This is an optimization exercise on Yosys and OpenROAD, whose aim is a short achievable clock period and few clock cycles, not a production implementation. Only simulation tests tie the RTL to the original design; equivalence was not proved.

==> flow/design.v (excerpt) <==
module adc_seq (
    input  wire        clk,
    input  wire        rst,
    input  wire        cmd_valid,
    input  wire [31:0] cmd_word,
    input  wire [31:0] cmd_addr,
    input  wire [31:0] cmd_a,
    input  wire [31:0] cmd_b,
    output wire        ready,
    output wire        rsp_valid,
    output wire [1:0]  rsp_kind,
    output wire [31:0] rsp_data,
    input  wire        rsp_take,
    output wire        busy,
    output wire        fault,
    output wire [2:0]  fault_cause,
    output wire [31:0] fault_info,
    output wire [15:0] pin_oe,
    output wire [15:0] pin_out,
    output wire        conv_start,
    output wire [4:0]  conv_ch,
    output wire        conv_trusted,
    input  wire        conv_done,
    input  wire [11:0] conv_data
);
    localparam [31:0] A_CLK0  = 32'h1000_0000;
    localparam [31:0] A_CLK1  = 32'h1000_0004;
    localparam [31:0] A_MODER = 32'h2000_0000;
    localparam [31:0] A_ODR   = 32'h2000_0014;
    localparam [31:0] A_SR    = 32'h3000_0000;
    localparam [31:0] A_CR    = 32'h3000_0008;
    localparam [31:0] A_SQR   = 32'h3000_0034;
    localparam [31:0] A_DR    = 32'h3000_004C;
    localparam [1:0] R_OK = 2'b01, R_DATA = 2'b10;
    reg        rdy, rspv, flt, bsy;   
    reg        slow;                  
    reg        w_init;                
    reg [3:0]  icnt;
    reg        w_conv;                
    reg        w_ok;                  
    reg [1:0]  rsp_k;
    reg [31:0] rsp_d;
    reg [2:0]  fcause;
    reg [31:0] finfo;
    reg        cst;
    reg [4:0]  cch;
    reg        ctr;
    reg [15:0] oe_r, out_r;           
    reg [31:0] clk0, clk1, moder, odr, cr, sqr;
    reg [11:0] dr;
    reg        eoc, settled, conv_busy;
    reg [31:0] p_word, p_addr, p_a, p_b;
    reg        s_rd, s_w, s_mod, s_pi, s_ps, s_ai, s_ar0;   
    reg [7:0]  q_is;                  
    reg        q_mis;                 
    reg        q_d1, q_d5;            
    reg        q_fw, q_fps;           
    reg [15:0] q_odrps;               
    reg [15:0] q_oe_c0, q_oe_mo, q_oe_pi, q_oe_ai, q_oe, q_odr_w, q_odr16;
    wire out_on = clk0[0];
  ...
Size in the first run: ~2,600 cells after synthesis, about 260 I/O pins, ~24,000 um2 of cells after synthesis.
make LEC_CHECK=0 ABC_CLOCK_PERIOD_IN_PS=300 CAP_MARGIN=20 CORE_MARGIN=2 CORE_UTILIZATION=70 SETUP_SLACK_MARGIN=4.5 SLEW_MARGIN=20 SYNTH_HIERARCHICAL=1 finish   # period 6.0 ns
run.sh (not shown) runs the stock make flow with config.mk's settings and CLKGATE_MAP_FILE= SYNTH_SCRIPT=/design/flow/synth_recipe.tcl, a recipe that flattens the netlist after the stock synthesis.
The first run stopped in clock tree synthesis (4_1_cts).
Testbench counts at the start, summed over its fixed seeds: cycles 14,043.
Change:
Settings changed: CORE_UTILIZATION 70 to 60.
With this change the flow stopped in global routing (5_1_grt); synthesized area stays the same; synthesized cell count stays the same.
Change:
==> flow/flow/run.sh (new file) <==
#!/bin/bash
# The standard layout, with the port buffers that ORFS inserts before global
# placement made as sky130_fd_sc_hd__buf_4 rather than the library's smallest
# buffer (a delay cell), which repair_timing then leaves on the input paths.
set -euo pipefail
bash standard.sh finish "BUFFER_PORTS_ARGS=-buffer_cell sky130_fd_sc_hd__buf_4" > make_finish.log 2>&1
==> flow/standard.sh (new file) <==
#!/bin/bash
# synth_recipe.tcl (not shown) runs the flow's synth.tcl, then flattens the netlist and writes it again
# the make line also repeats each setting of config.mk as NAME=value (left out here)
make -C /OpenROAD-flow-scripts/flow DESIGN_CONFIG=/design/flow/config.mk WORK_HOME=/design/flow/orfs CLKGATE_MAP_FILE= SYNTH_SCRIPT=/design/flow/synth_recipe.tcl "${@:-finish}"
Settings changed: CORE_UTILIZATION 60 to 48, CTS_CLUSTER_DIAMETER set to 60, CTS_CLUSTER_SIZE set to 20.
removed: flow/run.sh
Effect: This time the run produced a clean layout; synthesized area does not change; synthesized cell count stays the same.
Change:
Settings changed: CORE_UTILIZATION 48 to 45, CTS_CLUSTER_DIAMETER 60 to not set, CTS_CLUSTER_SIZE 20 to not set.
=>
- maximum frequency rises slightly
- design area grows slightly
- final cell count goes up slightly
- register-to-register slack is better by 0.03 ns

-- afterwards: timing with drivers on the ports --
Ports are ideal in the flow. The routed layouts listed here were re-timed in OpenROAD.
Step 1 assumes that a clkbuf_16 drives the clock port and a buf_2 every other input.
Step 2 also shifts input and output timing later by t, the mid clock arrival at the registers, as if the neighbouring blocks saw the same clock.
Three values: ideal, step 1, step 2; two values: the first two.
run | shift t [ns] | setup slack, ns | slew at the worst register clock pin (ns) | worst slew at a driven data input, ns
the third run | 0.686 | 3.594 / 3.594 / 3.196 | 0.10 / 0.10 | 0.20
the fourth run | 0.691 | 3.624 / 3.624 / 3.125 | 0.07 / 0.07 | 0.30
After both steps every run listed still meets setup and hold. The setup slack of the fourth run, which loses most, moves by 0.000 ns with the drivers and by -0.499 ns with both steps.
